What follows belongs to an exercise in optimizing a design on an open flow for a short achievable clock period and few clock cycles per item; a production flow would make more cautious choices.
Only simulation tests tie the RTL to the original design; equivalence was not proved.
No activity file was given, so power comes from the tool's default toggle rates.

==> run a <==
// ym2151_regbank
module ym2151_regbank (
    input             clk,
    input             rst,           
    input             cmd_valid,
    output            cmd_ready,
    input      [63:0] cmd,
    output reg        rsp_valid,
    output reg [31:0] rsp_data,
    output reg        eng_wr_valid,  
    output reg  [7:0] eng_wr_addr,
    output reg  [7:0] eng_wr_data
);
    integer k;
    genvar g;
    reg rst_r;
    always @(posedge clk) rst_r <= rst;
    reg        rdy_q;
    assign cmd_ready = rdy_q;
    reg        v0;
    reg [31:0] c0;                   
    reg        c0_i;                 
    reg [16:0] op;                   
    reg        z55_40, z39_33, z31_16, z15_8, z7_1, z7_4;
    localparam [135:0] OPS = {8'h10, 8'h11, 8'h12, 8'h20, 8'h21, 8'h22,
                              8'h30, 8'h31, 8'h40, 8'h41, 8'h42, 8'h43,
                              8'h44, 8'h45, 8'h50, 8'h51, 8'h5F};
    always @(posedge clk) begin
        c0     <= cmd[31:0];
        c0_i   <= cmd[32];
        for (k = 0; k < 17; k = k + 1)
            op[16-k] <= cmd[63:56] == OPS[135-8*k -: 8];
        z55_40 <= cmd[55:40] == 16'd0;
        z39_33 <= cmd[39:33] == 7'd0;
        z31_16 <= cmd[31:16] == 16'd0;
        z15_8  <= cmd[15:8] == 8'd0;
  ...
clock: 6.0 ns
lec_check: 0
cap_margin: 20
core_margin: 2
core_utilization: 45
setup_slack_margin: 3.4
slew_margin: 20
run.sh (not shown) runs the stock make flow with config.mk's settings and CLKGATE_MAP_FILE= SYNTH_SCRIPT=/design/flow/synth_recipe.tcl, a recipe that flattens the netlist after the stock synthesis.
==> run b (differences from run a) <==
--- a/flow/design.v
+++ b/flow/design.v
@@ -317,18 +317,21 @@
     reg         s3_adv, s3_pg, s3_dump, s3_ill;
     reg  [15:0] qlog [0:31];
     always @(posedge clk)
         if (wr_queue) qlog[q_tail] <= {d_a, d_d};
     always @(posedge clk) begin
         if (rst_r) begin
             last_addr <= 8'd0;
             last_data <= 8'd0;
+            busy      <= 32'd0;
             bz        <= 1'b1;
             t_act     <= 2'b00;
+            t_cnt0    <= 31'd0;
+            t_cnt1    <= 31'd0;
             irq_a     <= 1'b0;
             irq_e     <= 1'b1;
             strict    <= 1'b0;
             irqen     <= 2'b00;
             qv        <= 16'd0;
             q_head    <= 5'd0;
             q_tail    <= 5'd0;
             e_push    <= 1'b0;
@@ -337,34 +340,34 @@
             if (d_wr) begin
                 last_addr <= d_a;
                 last_data <= d_d;
             end
             if (d_rst) begin
                 last_addr <= 8'd0;
                 last_data <= 8'd0;
             end
+            busy   <= busy_n;
             bz     <= bz_n;
             t_act  <= t_act_n;
+            t_cnt0 <= t_cnt0_n;
+            t_cnt1 <= t_cnt1_n;
             irq_a  <= irq_a_n;
             irqen  <= irqen_n;
             if (d_sstr)  strict <= d_amt[0];
             if (d_sirqe) irq_e  <= d_amt[0];
             qv     <= qv_n;
             if (d_rst)
                 q_tail <= q_head;
             else if (wr_queue)
                 q_tail <= q_tail + 5'd1;
             if (d_pg) q_head <= q_head + n_bin;
             e_push <= apply1 || (d_pg && pmask[0]);
             s3_v   <= d_v;
         end
-        busy   <= busy_n;
-        t_cnt0 <= t_cnt0_n;
-        t_cnt1 <= t_cnt1_n;
         qm <= qm_n;
         qc <= qc_n;
         for (k = 0; k < 16; k = k + 1) qd[k] <= qd_n[k];
         e_burst <= d_pg;
         e_ad    <= d_pg ? {11'd0, n_bin} : {d_a, d_d};
         s3_dr   <= d_dr;
         s3_r    <= r2_n;
         s3_fire <= fire;
@@ -392,19 +395,21 @@
     wire [22:0] ef_nx    = ef_ne ? efm[ef_rp[3:0]] : ef_in;
     wire        ef_nx_v  = ef_ne || e_push;
     reg  [11:0] rfm [0:31];
     reg  [5:0]  rf_wp, rf_rp;
     reg  [18:0] dfm [0:7];
     reg  [3:0]  df_wp, df_rp;
     wire [11:0] rf_in    = {s3_ill, s3_dump, s3_rsp[9:0]};
     wire [11:0] rf_h     = rfm[rf_rp[4:0]];
+    wire [31:0] rf_hx    = rf_h[11] ? 32'hFFFF_FFFF :
+                           {3'd0, rf_h[10] ? dfm[df_rp[2:0]] : 19'd0, rf_h[9:0]};
     wire [3:0]  df_cnt   = df_wp - df_rp;
     reg         hd_v;
-    reg  [11:0] hd_r;                
+    reg  [31:0] hd_r;
     reg  [5:0]  hd_tag;
     wire        rf_ne    = rf_wp != rf_rp;
     wire        rsp_go   = hd_v && (!cur_v || hd_tag != cur_tag || cur_done);
     wire        hd_load  = !hd_v || rsp_go;
     wire [5:0]  rf_cnt   = rf_wp - rf_rp;
     wire [4:0]  ef_cnt   = ef_wp - ef_rp;
     always @(posedge clk) begin
         if (e_push) efm[ef_wp[3:0]] <= ef_in;
@@ -438,34 +443,33 @@
                 cur_last <= cur_rem == 5'd2;
             end
             eng_wr_valid <= cur_v;
             if (s3_v) rf_wp <= rf_wp + 6'd1;
             if (s3_v && s3_dump) df_wp <= df_wp + 4'd1;
             if (hd_load) begin
                 hd_v <= rf_ne || s3_v;
                 if (rf_ne || s3_v) rf_rp <= rf_rp + 6'd1;
+                if (rf_ne ? rf_h[10] : (s3_v && s3_dump)) df_rp <= df_rp + 4'd1;
             end
             if (rsp_go) hd_tag <= hd_tag + 6'd1;
-            if (rsp_go && hd_r[10]) df_rp <= df_rp + 4'd1;
             rsp_valid <= rsp_go;
         end
         if (cur_load) begin
             cur_burst <= ef_nx[16];
             cur_ad    <= ef_nx[15:0];
             cur_tag   <= ef_nx[22:17];
             cur_rem   <= ef_nx[4:0];
             cur_last  <= ef_nx[4:0] == 5'd1;
         end
         if (hd_load)
-            hd_r <= rf_ne ? rf_h : rf_in;
+            hd_r <= rf_ne ? rf_hx : s3_rsp;
         eng_wr_addr <= cur_burst ? qlog[ql_rp][15:8] : cur_ad[15:8];
         eng_wr_data <= cur_burst ? qlog[ql_rp][7:0]  : cur_ad[7:0];
-        rsp_data    <= hd_r[11] ? 32'hFFFF_FFFF :
-                       {3'd0, hd_r[10] ? dfm[df_rp[2:0]] : 19'd0, hd_r[9:0]};
+        rsp_data    <= hd_r;
         rdy_q <= !rst && (rst_r || (rf_cnt < 6'd20 && ef_cnt < 5'd10 && df_cnt < 4'd5));
     end
 endmodule
 module ym2151_satsub #(parameter W = 32) (
     input  [W-1:0] x,
     input  [W-1:0] y,
     output         ge,
     output [W-1:0] d
==> run c (differences from run a) <==
--- a/flow/design.v
+++ b/flow/design.v
@@ -65,16 +65,18 @@
     reg        d_mode, d_sett, d_setb, d_updirq, d_sstr, d_sirqe, d_rst, d_ill;
     reg  [7:0] d_a, d_d;
     reg        d_i;
     reg        d_a14, d_dclr, d_czero;
     reg [37:0] d_amt;
     reg [31:0] d_bld;                
     reg [30:0] d_t0ld, d_t1ld;       
     reg        d_amt_nz32, d_amt_nz31;
+    reg [16:0] d_amt_hb1;            
+    reg [15:0] d_amt_ht1;            
     reg [15:0] d_cth;                
     reg        d_mw;                 
     reg [15:0] d_hi, d_lo;           
     wire        c_small = z31_8 && z7_4;     
     wire        pg_c1 = c_small && c0[3:0] == 4'd1;
     wire        pg_c2 = c_small && c0[3:0] == 4'd2;
     wire        pg_c3 = c_small && c0[3:0] == 4'd3;
     wire [37:0] amt_w = is_pregen ? {c0, 6'd0} : {6'd0, c0};
@@ -106,16 +108,18 @@
         d_t0ld   <= is_settimer ? c0[30:0] :
                     is_pregen ? (pg_c1 ? 31'd64 : 31'd0) : 31'd128;
         d_t1ld   <= is_settimer ? c0[30:0] :
                     is_pregen ? (pg_c1 ? 31'd192 : pg_c2 ? 31'd128 :
                                  pg_c3 ? 31'd64 : 31'd0) : 31'd256;
         d_amt    <= amt_w;
         d_amt_nz32 <= amt_w[37:32] != 6'd0;
         d_amt_nz31 <= amt_w[37:31] != 7'd0;
+        d_amt_hb1  <= {1'b0, amt_w[31:16]} + 17'd1;
+        d_amt_ht1  <= {1'b0, amt_w[30:16]} + 16'd1;
         for (k = 0; k < 16; k = k + 1)
             d_cth[k] <= !(z31_8 && z7_4) || c0[3:0] > k;
         d_mw     <= v0 && (is_write || is_dwrite);
         for (k = 0; k < 16; k = k + 1) begin
             d_hi[k] <= c0[15:12] == k;
             d_lo[k] <= c0[11:8] == k;
         end
     end
@@ -147,16 +151,17 @@
     endgenerate
     always @* begin
         mr2_n = 8'd0;
         for (k = 0; k < 16; k = k + 1)
             mr2_n = mr2_n | (mr1[k] & {8{d_hi[k]}});
     end
     reg  [7:0]  last_addr, last_data;
     reg  [31:0] busy;
+    reg         b_pd, t0_pd, t1_pd;
     reg         bz;                  
     reg  [1:0]  t_act;
     reg  [30:0] t_cnt0, t_cnt1;
     reg         irq_a, irq_e, strict;
     reg  [1:0]  irqen;
     reg  [15:0] qv;                  
     reg  [15:0] qm;                  
     reg  [15:0] qc;                  
@@ -185,19 +190,23 @@
     always @* begin
         pg_l = 4'd0;
         for (k = 0; k < 16; k = k + 1)
             if (pm_mode[k]) pg_l = qd[k];
     end
     wire        b_ge0, t0_ge0, t1_ge0;
     wire [31:0] b_sub;
     wire [30:0] t0_sub, t1_sub;
-    ym2151_satsub #(32) u_bsub (.x(busy),   .y(d_amt[31:0]), .ge(b_ge0),  .d(b_sub));
-    ym2151_satsub #(31) u_t0  (.x(t_cnt0), .y(d_amt[30:0]), .ge(t0_ge0), .d(t0_sub));
-    ym2151_satsub #(31) u_t1  (.x(t_cnt1), .y(d_amt[30:0]), .ge(t1_ge0), .d(t1_sub));
+    wire        b_pdn, t0_pdn, t1_pdn;
+    ym2151_splitsub #(32) u_bsub (.x(busy), .pd(b_pd), .y(d_amt[31:0]), .yh1(d_amt_hb1),
+                                  .ge(b_ge0), .d(b_sub), .npd(b_pdn));
+    ym2151_splitsub #(31) u_t0  (.x(t_cnt0), .pd(t0_pd), .y(d_amt[30:0]), .yh1(d_amt_ht1),
+                                  .ge(t0_ge0), .d(t0_sub), .npd(t0_pdn));
+    ym2151_splitsub #(31) u_t1  (.x(t_cnt1), .pd(t1_pd), .y(d_amt[30:0]), .yh1(d_amt_ht1),
+                                  .ge(t1_ge0), .d(t1_sub), .npd(t1_pdn));
     wire        b_ge  = d_amt_nz32 || b_ge0;
     wire        t0_ge = d_amt_nz31 || t0_ge0;
     wire        t1_ge = d_amt_nz31 || t1_ge0;
     wire wr_apply  = d_wr && bz;
     wire wr_queue  = d_wr && !bz && !strict && !qv[15];
     wire apply1    = wr_apply || d_dw;
     wire apply_mode = apply1 && d_a14;
     reg  [1:0]  t_act_n, fire;
@@ -355,16 +364,19 @@
                 q_tail <= q_tail + 5'd1;
             if (d_pg) q_head <= q_head + n_bin;
             e_push <= apply1 || (d_pg && pmask[0]);
             s3_v   <= d_v;
         end
         busy   <= busy_n;
         t_cnt0 <= t_cnt0_n;
         t_cnt1 <= t_cnt1_n;
+        if (b_sub_sel || b_load) b_pd <= b_sub_sel && b_pdn;
+        if (t_sub_sel || t_mode || t0_set || t_pgm) t0_pd <= t_sub_sel && t0_pdn;
+        if (t_sub_sel || t_mode || t1_set || t_pgm) t1_pd <= t_sub_sel && t1_pdn;
         qm <= qm_n;
         qc <= qc_n;
         for (k = 0; k < 16; k = k + 1) qd[k] <= qd_n[k];
         e_burst <= d_pg;
         e_ad    <= d_pg ? {11'd0, n_bin} : {d_a, d_d};
         s3_dr   <= d_dr;
         s3_r    <= r2_n;
         s3_fire <= fire;
@@ -459,16 +471,35 @@
             hd_r <= rf_ne ? rf_h : rf_in;
         eng_wr_addr <= cur_burst ? qlog[ql_rp][15:8] : cur_ad[15:8];
         eng_wr_data <= cur_burst ? qlog[ql_rp][7:0]  : cur_ad[7:0];
         rsp_data    <= hd_r[11] ? 32'hFFFF_FFFF :
                        {3'd0, hd_r[10] ? dfm[df_rp[2:0]] : 19'd0, hd_r[9:0]};
         rdy_q <= !rst && (rst_r || (rf_cnt < 6'd20 && ef_cnt < 5'd10 && df_cnt < 4'd5));
     end
 endmodule
+module ym2151_splitsub #(parameter W = 32) (
+    input  [W-1:0]  x,
+    input           pd,
+    input  [W-1:0]  y,
+    input  [W-16:0] yh1,
+    output          ge,
+    output [W-1:0]  d,
+    output          npd
+);
+    wire [W-17:0] hi = x[W-1:16];
+    wire [15:0]   lo = x[15:0];
+    wire [W-17:0] yh = y[W-1:16];
+    wire [15:0]   yl = y[15:0];
+    wire gt_hi = pd ? (yh >= hi) : (yh > hi);
+    wire eq_hi = pd ? (yh1 == {1'b0, hi}) : (yh == hi);
+    assign ge  = gt_hi | (eq_hi & (yl >= lo));
+    assign npd = yl > lo;
+    assign d   = {hi - yh - {{(W-17){1'b0}}, pd}, lo - yl};
+endmodule
 module ym2151_satsub #(parameter W = 32) (
     input  [W-1:0] x,
     input  [W-1:0] y,
     output         ge,
     output [W-1:0] d
 );
     integer i, l;
     reg [W-1:0] g, p, gn, pn;
==> comparison table <==
	run c	run b	run a
CP Buf/Inv Count	3	1	1
Layout buffer count excluding clock buffers	890	904	761
Number of DRC markers after the initial detailed-route iteration	20800	19700	19100
Detailed route wirelength on metal3	64.0 mm	60.6 mm	60.0 mm
Chip Height	630 um	628 um	627 um
Simple-gate share of the synthesized area	15.0%	15.0%	14.7%
Share of post-route cells with drive strength above 1	15.7%	16.3%	15.1%
Multi-input gates	11100	11100	10900
Final worst clock skew	0.0782 ns	0.0869 ns	0.0844 ns
Delay of the slowest critical-path stage	0.49 ns	0.40 ns	0.42 ns
Sw power	13.5 mW	13.4 mW	13.0 mW
Global routing usage summed across all routing layers	29.4%	29.5%	28.8%
Half-perimeter wire length after detailed placement	344 mm	328 mm	325 mm
DP Cell Count	21200	21100	20900
Finished layout cell area	206000 sq um	206000 sq um	201000 sq um
Initial core utilization	45.1%	45.1%	45.2%
Final Routed Wirelength	623 mm	625 mm	596 mm
Wire length of the first global-routing pass	891 mm	896 mm	866 mm
Number of enable flip-flop cells after synthesis	1650	1571	1647
WHS	0.339 ns	0.358 ns	0.330 ns
ANT cells	14	11	8
Transition time at the pin with the least slew margin	1.21 ns	1.22 ns	1.18 ns
Run status	timing/DRC/antenna clean	timing/DRC/antenna clean	timing/DRC/antenna clean
Share of synthesized cell area in full adder, half adder and majority cells	1.72%	1.00%	1.01%
Yosys synthesis warning count	3	5	5
Total number of clock tree sinks	4187	4185	4166
Testbench counts of run a, summed over its fixed seeds: cycles 24,160, items 24,000.
Testbench counts of run b, summed over its fixed seeds: cycles 24,160, items 24,000.
Testbench counts of run c, summed over its fixed seeds: cycles 24,160, items 24,000.

what the ideal ports hide:
The flow's constraints put no driver on any port. The routed layouts listed below were extracted and timed again, unchanged, in two steps. Step 1 (the two cells are an assumption about what drives the block):
set clk [get_ports {clk}]
set_driving_cell -lib_cell sky130_fd_sc_hd__clkbuf_16 $clk
set_driving_cell -lib_cell sky130_fd_sc_hd__buf_2 [delete_from_list [all_inputs] $clk]
Step 2 moves the port delays by t, midway between the first and last clock arrival at a register: inputs arrive t later, outputs are due t later. That takes back most of the time a late clock gives input paths. Slacks: no drivers / after step 1 / after step 2; pairs: no drivers / after step 1.
run	t, ns	setup WS [ns]	worst register clock-pin slew, ns
run a	1.087	3.030 / 3.030 / 2.835	0.07 / 0.07
run b	1.091	3.094 / 3.094 / 2.750	0.07 / 0.07
run c	1.098	2.821 / 2.821 / 2.790	0.07 / 0.07
After both steps every run listed still meets setup and hold. For run b, which loses most, drivers alone change the setup slack by 0.000 ns; drivers and shift together by -0.344 ns.
